This design comes from an exercise in tuning for small area, a short achievable clock period and few clock cycles per item on the open sky130 flow, not from production work.
In this exercise RTL edits were held to simulation tests only and were not proved equivalent to the original.
Power figures rest on the tool's default switching activity, not on a simulated workload.

== onyx ==
==> flow/design.v <==
module simon_engine (
    input  wire         clk,
    input  wire         rst_n,       
    input  wire         start,
    input  wire [1:0]   op,
    input  wire         variant,
    input  wire [255:0] key,         
    input  wire [63:0]  din0,        
    input  wire [63:0]  din1,        
    output reg          busy,
    output reg          done,
    output reg          err,
    output reg          ks_valid,
    output wire [63:0]  dout0,
    output wire [63:0]  dout1
);
    localparam integer R = 2;               
    localparam integer N = 72 / R;          
    localparam [1:0] OP_KEXP = 2'd0, OP_ENC = 2'd1, OP_DEC = 2'd2;
    localparam [63:0] Z = 64'h3DC94C3A046D678B;
    reg [6:0]  cnt;             
    reg        kx;              
    reg        is_dec;
    reg        var_r;           
    reg        nvar_r;          
    reg        last;            
    reg        declast;         
    reg        btb;             
    reg        ysel;            
    reg        yen;             
    reg [255:0] xw;             
    reg [255:0] yw;             
    reg [63:0]  a, b;           
    assign dout0 = a;
    assign dout1 = b;
    function [63:0] rotl;
        input [63:0] x;
        input integer r;
        rotl = (x << r) | (x >> (64 - r));
    endfunction
    function [63:0] rotr;
        input [63:0] x;
        input integer r;
        rotr = (x >> r) | (x << (64 - r));
    endfunction
    function [63:0] round_f;
        input        v;
        input [63:0] x;
        begin
            round_f = (rotl(x | {64{v}}, 8) & rotl(x, 1)) ^ rotl(x & {64{v}}, 8) ^ rotl(x, 2);
        end
    endfunction
    function [127:0] ztab;
        input integer jj;
        input integer bwd;
        integer c, m;
        begin
            ztab = 128'd0;
            for (c = 0; c < N - 1; c = c + 1) begin
                m = bwd ? (76 - R * (c + 2) + jj) : (R * c + 4 + jj);
                ztab[c] = Z[(m + 62 * 4 - 4) % 62];
            end
        end
    endfunction
    localparam [127:0] ZF0 = ztab(0, 0), ZF1 = ztab(1, 0), ZF2 = ztab(2, 0), ZF3 = ztab(3, 0);
    localparam [127:0] ZB0 = ztab(0, 1), ZB1 = ztab(1, 1), ZB2 = ztab(2, 1), ZB3 = ztab(3, 1);
    reg  [3:0] zf, zbk;
    wire [6:0] cnt_n = busy ? cnt + 7'd1 : 7'd0;
    always @(posedge clk) begin
        zf  <= {ZF3[cnt_n], ZF2[cnt_n], ZF1[cnt_n], ZF0[cnt_n]};
        zbk <= {ZB3[cnt_n], ZB2[cnt_n], ZB1[cnt_n], ZB0[cnt_n]};
    end
    reg [63:0] kf [0:R+3];
    reg [63:0] kb [0:R+3];
    reg [255:0] xnext, ynext;
    reg [63:0] ta, tb, tk, knext;
    integer j;
    always @* begin
        for (j = 0; j < 4; j = j + 1)
            kf[j] = xw[64*j +: 64];
        for (j = 0; j < R; j = j + 1)
            kf[j+4] = ~kf[j] ^ rotr(kf[j+3], 3) ^ rotr(kf[j+3], 4)
                    ^ kf[j+1] ^ rotr(kf[j+1], 1)
                    ^ {62'd0, 1'b1, ~zf[j]};
        for (j = 0; j < 4; j = j + 1)
            xnext[64*j +: 64] = kf[R + j];
        for (j = 0; j < 4; j = j + 1)
            kb[R+j] = yw[64*j +: 64];
        for (j = R - 1; j >= 0; j = j - 1)
            kb[j] = ~kb[j+4] ^ rotr(kb[j+3], 3) ^ rotr(kb[j+3], 4)
                  ^ kb[j+1] ^ rotr(kb[j+1], 1)
                  ^ {62'd0, 1'b1, ~zbk[j]};
        for (j = 0; j < 4; j = j + 1)
            ynext[64*j +: 64] = kb[j];
        ta = a;
        tb = b;
        for (j = 0; j < R; j = j + 1) begin
            tk = (j == 0) ? 64'd0 : is_dec ? yw[64*(R-1-j) +: 64] : xw[64*j +: 64];
            {ta, tb} = {tb, ta ^ round_f((j == 0) ? var_r : !nvar_r, tb) ^ tk};
        end
        knext = is_dec ? kb[R-1] : kf[R];
    end
    wire accept = start && !busy;
    wire run_ok = ks_valid && (op == OP_ENC || op == OP_DEC);
    wire [63:0] kfirst = op[1] ? yw[64*(R-1) +: 64] : xw[63:0];
    always @(posedge clk) begin
        if (declast)
            a <= tb;
        else if (busy)
            a <= last ? ta : (ta ^ knext);
        else
            a <= (op[1] ? din1 : din0) ^ kfirst;
        if (btb)
            b <= tb;
        else if (busy)
            b <= ta;
        else
            b <= op[1] ? din0 : din1;
        if (accept && op == OP_KEXP)
            xw <= key;
        else if (busy)
            xw <= last ? yw : xnext;
        if (yen)
            yw <= ysel ? xw : ynext;
    end
    always @(posedge clk) begin
        if (!rst_n) begin
            busy     <= 1'b0;
            done     <= 1'b0;
            last     <= 1'b0;
            declast  <= 1'b0;
            btb      <= 1'b0;
            ysel     <= 1'b0;
            yen      <= 1'b0;
            err      <= 1'b0;
            ks_valid <= 1'b0;
        end else begin
            done    <= 1'b0;
            last    <= 1'b0;
            declast <= 1'b0;
            btb     <= 1'b0;
            ysel    <= 1'b0;
            yen     <= 1'b0;
            if (busy) begin
                cnt <= cnt + 7'd1;
                if (last) begin
                    busy <= 1'b0;
                    done <= 1'b1;
                    if (kx)
                        ks_valid <= 1'b1;
                end else if (cnt == N - 2) begin
                    last    <= 1'b1;
                    declast <= is_dec;
                    btb     <= !is_dec;
                    ysel    <= 1'b1;
                    yen     <= 1'b1;
                end else begin
                    btb     <= 1'b1;
                    yen     <= !kx;
                end
            end else if (accept) begin
                err <= 1'b0;
                cnt <= 7'd0;
                kx  <= (op == OP_KEXP);
                if (op == OP_KEXP) begin
                    ks_valid <= 1'b0;
                    busy     <= 1'b1;
                    btb      <= 1'b1;
                    ysel     <= 1'b1;
                    yen      <= 1'b1;
                end else if (run_ok) begin
                    is_dec <= (op == OP_DEC);
                    var_r  <= variant;
                    nvar_r <= !variant;
                    busy   <= 1'b1;
                    btb    <= 1'b1;
                    yen    <= 1'b1;
                end else begin
                    err  <= 1'b1;
                    done <= 1'b1;
                end
            end
        end
    end
endmodule
clock: 6.0 ns
lec_check: 0
abc_clock_period_in_ps: 2500
cap_margin: 20
core_margin: 2
core_utilization: 60
place_density: 0.75
setup_slack_margin: 3.5
slew_margin: 20
synth_memory_max_bits: 8192
standard.sh (not shown) runs the stock make flow with config.mk's settings and CLKGATE_MAP_FILE= SYNTH_SCRIPT=/design/flow/synth_recipe.tcl, a recipe that flattens the netlist after the stock synthesis.
==> flow/flow/run.sh <==
#!/bin/bash
# The standard layout (the standard.sh: standard synthesis and ORFS steps),
# with the port buffers that buffer_ports inserts made of buf_2 cells.
set -euo pipefail
bash standard.sh finish "BUFFER_PORTS_ARGS=-buffer_cell sky130_fd_sc_hd__buf_2" > flow_finish.log 2>&1
Testbench counts of onyx, summed over its fixed seeds: cycles 20,128, items 544.
What yarrow does differently from onyx at the input level:
--- a/flow/design.v
+++ b/flow/design.v
@@ -62,16 +62,12 @@
             end
         end
     endfunction
     localparam [127:0] ZF0 = ztab(0, 0), ZF1 = ztab(1, 0), ZF2 = ztab(2, 0), ZF3 = ztab(3, 0);
     localparam [127:0] ZB0 = ztab(0, 1), ZB1 = ztab(1, 1), ZB2 = ztab(2, 1), ZB3 = ztab(3, 1);
-    reg  [3:0] zf, zbk;
-    wire [6:0] cnt_n = busy ? cnt + 7'd1 : 7'd0;
-    always @(posedge clk) begin
-        zf  <= {ZF3[cnt_n], ZF2[cnt_n], ZF1[cnt_n], ZF0[cnt_n]};
-        zbk <= {ZB3[cnt_n], ZB2[cnt_n], ZB1[cnt_n], ZB0[cnt_n]};
-    end
+    wire [3:0] zf = {ZF3[cnt], ZF2[cnt], ZF1[cnt], ZF0[cnt]};
+    wire [3:0] zbk = {ZB3[cnt], ZB2[cnt], ZB1[cnt], ZB0[cnt]};
     reg [63:0] kf [0:R+3];
     reg [63:0] kb [0:R+3];
     reg [255:0] xnext, ynext;
     reg [63:0] ta, tb, tk, knext;
     integer j;
### Flow results
Number of clock buffers inserted by TritonCTS: onyx vs yarrow identical
yarrow leaves more setup margin than onyx.
Global-route usage in yarrow is 4.2 points lower than in onyx
Compared with onyx, site row count in yarrow decreased by a few percent.
[compare] base=onyx new=yarrow: wire length on met2 down 11%, final non-filler cell area fell by about 10%, combinational power shows an increase of about 30%.
yarrow vs. onyx: smallest hold slack went down by 0.046 ns.
Testbench counts of yarrow, summed over its fixed seeds: cycles 20,128, items 544.

Another version of the RTL of simon_engine (not shown whole).
For scale: about 4500 cells after synthesis, roughly 520 I/O pins, roughly 48000 um^2 of cells after synthesis.
==> module simon_engine, before the edit <==
module simon_engine (
    input  wire         clk,
    input  wire         rst_n,       
    input  wire         start,
    input  wire [1:0]   op,
    input  wire         variant,
    input  wire [255:0] key,         
    input  wire [63:0]  din0,        
    input  wire [63:0]  din1,        
    output reg          busy,
    output reg          done,
    output reg          err,
    output reg          ks_valid,
    output wire [63:0]  dout0,
    output wire [63:0]  dout1
);
    localparam integer R = 2;               
    localparam integer N = 72 / R;          
    localparam [1:0] OP_KEXP = 2'd0, OP_ENC = 2'd1, OP_DEC = 2'd2;
    localparam [63:0] Z = 64'h3DC94C3A046D678B;
    reg [6:0]  cnt;             
    reg        kx;              
    reg        is_dec;
    reg        var_r;           
    reg        nvar_r;          
    reg        last;            
    reg        declast;         
    reg        btb;             
    reg        ysel;            
    reg        yen;             
    reg [255:0] xw;             
    reg [255:0] yw;             
    reg [63:0]  a, b;           
    assign dout0 = a;
    assign dout1 = b;
    function [63:0] rotl;
        input [63:0] x;
        input integer r;
        rotl = (x << r) | (x >> (64 - r));
    endfunction
    function [63:0] rotr;
        input [63:0] x;
        input integer r;
        rotr = (x >> r) | (x << (64 - r));
    endfunction
    function [63:0] round_f;
        input        v;
        input [63:0] x;
        begin
            round_f = (rotl(x | {64{v}}, 8) & rotl(x, 1)) ^ rotl(x & {64{v}}, 8) ^ rotl(x, 2);
        end
    endfunction
    function [127:0] ztab;
        input integer jj;
        input integer bwd;
        integer c, m;
        begin
            ztab = 128'd0;
            for (c = 0; c < N - 1; c = c + 1) begin
                m = bwd ? (76 - R * (c + 2) + jj) : (R * c + 4 + jj);
                ztab[c] = Z[(m + 62 * 4 - 4) % 62];
            end
        end
    endfunction
    localparam [127:0] ZF0 = ztab(0, 0), ZF1 = ztab(1, 0), ZF2 = ztab(2, 0), ZF3 = ztab(3, 0);
    localparam [127:0] ZB0 = ztab(0, 1), ZB1 = ztab(1, 1), ZB2 = ztab(2, 1), ZB3 = ztab(3, 1);
    wire [3:0] zf = {ZF3[cnt], ZF2[cnt], ZF1[cnt], ZF0[cnt]};
    wire [3:0] zbk = {ZB3[cnt], ZB2[cnt], ZB1[cnt], ZB0[cnt]};
    reg [63:0] kf [0:R+3];
    reg [63:0] kb [0:R+3];
    reg [255:0] xnext, ynext;
    reg [63:0] ta, tb, tk, knext;
    integer j;
    always @* begin
        for (j = 0; j < 4; j = j + 1)
            kf[j] = xw[64*j +: 64];
        for (j = 0; j < R; j = j + 1)
            kf[j+4] = ~kf[j] ^ rotr(kf[j+3], 3) ^ rotr(kf[j+3], 4)
                    ^ kf[j+1] ^ rotr(kf[j+1], 1)
                    ^ {62'd0, 1'b1, ~zf[j]};
        for (j = 0; j < 4; j = j + 1)
            xnext[64*j +: 64] = kf[R + j];
        for (j = 0; j < 4; j = j + 1)
            kb[R+j] = yw[64*j +: 64];
        for (j = R - 1; j >= 0; j = j - 1)
            kb[j] = ~kb[j+4] ^ rotr(kb[j+3], 3) ^ rotr(kb[j+3], 4)
                  ^ kb[j+1] ^ rotr(kb[j+1], 1)
                  ^ {62'd0, 1'b1, ~zbk[j]};
        for (j = 0; j < 4; j = j + 1)
            ynext[64*j +: 64] = kb[j];
        ta = a;
        tb = b;
        for (j = 0; j < R; j = j + 1) begin
            tk = (j == 0) ? 64'd0 : is_dec ? yw[64*(R-1-j) +: 64] : xw[64*j +: 64];
            {ta, tb} = {tb, ta ^ round_f((j == 0) ? var_r : !nvar_r, tb) ^ tk};
        end
        knext = is_dec ? kb[R-1] : kf[R];
    end
    wire accept = start && !busy;
    wire run_ok = ks_valid && (op == OP_ENC || op == OP_DEC);
    wire [63:0] kfirst = op[1] ? yw[64*(R-1) +: 64] : xw[63:0];
    always @(posedge clk) begin
        if (declast)
            a <= tb;
        else if (busy)
            a <= last ? ta : (ta ^ knext);
        else
            a <= (op[1] ? din1 : din0) ^ kfirst;
        if (btb)
            b <= tb;
        else if (busy)
            b <= ta;
        else
            b <= op[1] ? din0 : din1;
        if (busy)
            xw <= last ? yw : xnext;
        else if (start && op == OP_KEXP)
            xw <= key;
        if (yen)
            yw <= ysel ? xw : ynext;
    end
    always @(posedge clk) begin
        if (!rst_n) begin
            busy     <= 1'b0;
            done     <= 1'b0;
            last     <= 1'b0;
            declast  <= 1'b0;
            btb      <= 1'b0;
            ysel     <= 1'b0;
            yen      <= 1'b0;
            err      <= 1'b0;
            ks_valid <= 1'b0;
        end else begin
            done    <= 1'b0;
            last    <= 1'b0;
            declast <= 1'b0;
            btb     <= 1'b0;
            ysel    <= 1'b0;
            yen     <= 1'b0;
            if (busy) begin
                cnt <= cnt + 7'd1;
                if (last) begin
                    busy <= 1'b0;
                    done <= 1'b1;
                    if (kx)
                        ks_valid <= 1'b1;
                end else if (cnt == N - 2) begin
                    last    <= 1'b1;
                    declast <= is_dec;
                    btb     <= !is_dec;
                    ysel    <= 1'b1;
                    yen     <= 1'b1;
                end else begin
                    btb     <= 1'b1;
                    yen     <= !kx;
                end
            end else if (accept) begin
                err <= 1'b0;
                cnt <= 7'd0;
                kx  <= (op == OP_KEXP);
                if (op == OP_KEXP) begin
                    ks_valid <= 1'b0;
                    busy     <= 1'b1;
                    btb      <= 1'b1;
                    ysel     <= 1'b1;
                    yen      <= 1'b1;
                end else if (run_ok) begin
                    is_dec <= (op == OP_DEC);
                    var_r  <= variant;
                    nvar_r <= !variant;
                    busy   <= 1'b1;
                    btb    <= 1'b1;
                    yen    <= 1'b1;
                end else begin
                    err  <= 1'b1;
                    done <= 1'b1;
                end
            end
        end
    end
endmodule
Settings: LEC_CHECK=0, ABC_CLOCK_PERIOD_IN_PS=2500, CAP_MARGIN=20, CORE_MARGIN=2, CORE_UTILIZATION=60, PLACE_DENSITY=0.75, SETUP_SLACK_MARGIN=3.5, SLEW_MARGIN=20, SYNTH_MEMORY_MAX_BITS=8192; clock period 6.0 ns.
Scripts as last shown in full above: flow/flow/run.sh
Testbench counts at the start, summed over its fixed seeds: cycles 20,128, items 544.
==> next run, changes <==
--- a/flow/design.v
+++ b/flow/design.v
@@ -19,9 +19,8 @@
     localparam [1:0] OP_KEXP = 2'd0, OP_ENC = 2'd1, OP_DEC = 2'd2;
     localparam [63:0] Z = 64'h3DC94C3A046D678B;
-    reg [6:0]  cnt;             
+    reg [5:0]  cnt;             
     reg        kx;              
     reg        is_dec;
-    reg        var_r;           
-    reg        nvar_r;          
+    reg        var_r;
     reg        last;            
     reg        declast;         
@@ -93,5 +92,5 @@
         for (j = 0; j < R; j = j + 1) begin
             tk = (j == 0) ? 64'd0 : is_dec ? yw[64*(R-1-j) +: 64] : xw[64*j +: 64];
-            {ta, tb} = {tb, ta ^ round_f((j == 0) ? var_r : !nvar_r, tb) ^ tk};
+            {ta, tb} = {tb, ta ^ round_f(var_r, tb) ^ tk};
         end
         knext = is_dec ? kb[R-1] : kf[R];
@@ -113,8 +112,8 @@
         else
             b <= op[1] ? din0 : din1;
-        if (busy)
+        if (accept && op == OP_KEXP)
+            xw <= key;
+        else if (busy)
             xw <= last ? yw : xnext;
-        else if (start && op == OP_KEXP)
-            xw <= key;
         if (yen)
             yw <= ysel ? xw : ynext;
@@ -139,5 +138,5 @@
             yen     <= 1'b0;
             if (busy) begin
-                cnt <= cnt + 7'd1;
+                cnt <= cnt + 6'd1;
                 if (last) begin
                     busy <= 1'b0;
@@ -157,5 +156,5 @@
             end else if (accept) begin
                 err <= 1'b0;
-                cnt <= 7'd0;
+                cnt <= 6'd0;
                 kx  <= (op == OP_KEXP);
                 if (op == OP_KEXP) begin
@@ -168,5 +167,4 @@
                     is_dec <= (op == OP_DEC);
                     var_r  <= variant;
-                    nvar_r <= !variant;
                     busy   <= 1'b1;
                     btb    <= 1'b1;
Via count goes up by 5.8%.
Setup slack loses 0.017 ns.
Final area goes up by 3.4%.
Clock-buffer cell count goes down by 4.
Wire length goes up by 11%.
Worst hold slack loses 0.027 ns.
Die area goes up by 1.3%.
Power goes up by 43%.
Sequential share of layout area goes down by 1.2 points.
Utilization goes up by 1.2 points.
Synthesized cell count barely changes.
Clock skew stays flat.
Testbench counts after the change, summed over its fixed seeds: cycles 20,128, items 544.

-- afterwards: timing with drivers on the ports --
In the flow no input, the clock included, has a driving cell. The finished layouts below were timed again as built, in two steps. Step 1 assumes that a clkbuf_16 drives the clock port and a buf_2 every other input. Step 2 times the ports against the registers' clock, not the clock port: input delays grow and output delays shrink by t, the midpoint of the rising clock arrivals with the driver on. Three values: ideal ports, drivers, drivers and shift; two values: the first two.
run	t (ns)	slack for setup (ns)	latest minus earliest clock arrival (ns)	worst register clock-pin slew, ns	worst data-port slew with drivers (ns)
onyx	0.712	3.359 / 3.359 / 2.833	0.037 / 0.037	0.06 / 0.06	0.14
yarrow	0.698	3.491 / 3.398 / 2.701	0.033 / 0.033	0.07 / 0.07	0.26
the first run of note 2	0.699	3.470 / 3.428 / 2.831	0.022 / 0.022	0.07 / 0.07	0.07
the second run of note 2	0.704	3.452 / 3.309 / 2.604	0.025 / 0.025	0.06 / 0.06	0.28
After both steps setup and hold are still met in every run listed. The setup slack of the second run of note 2, which loses most, moves by -0.143 ns with the drivers and by -0.848 ns with both steps.
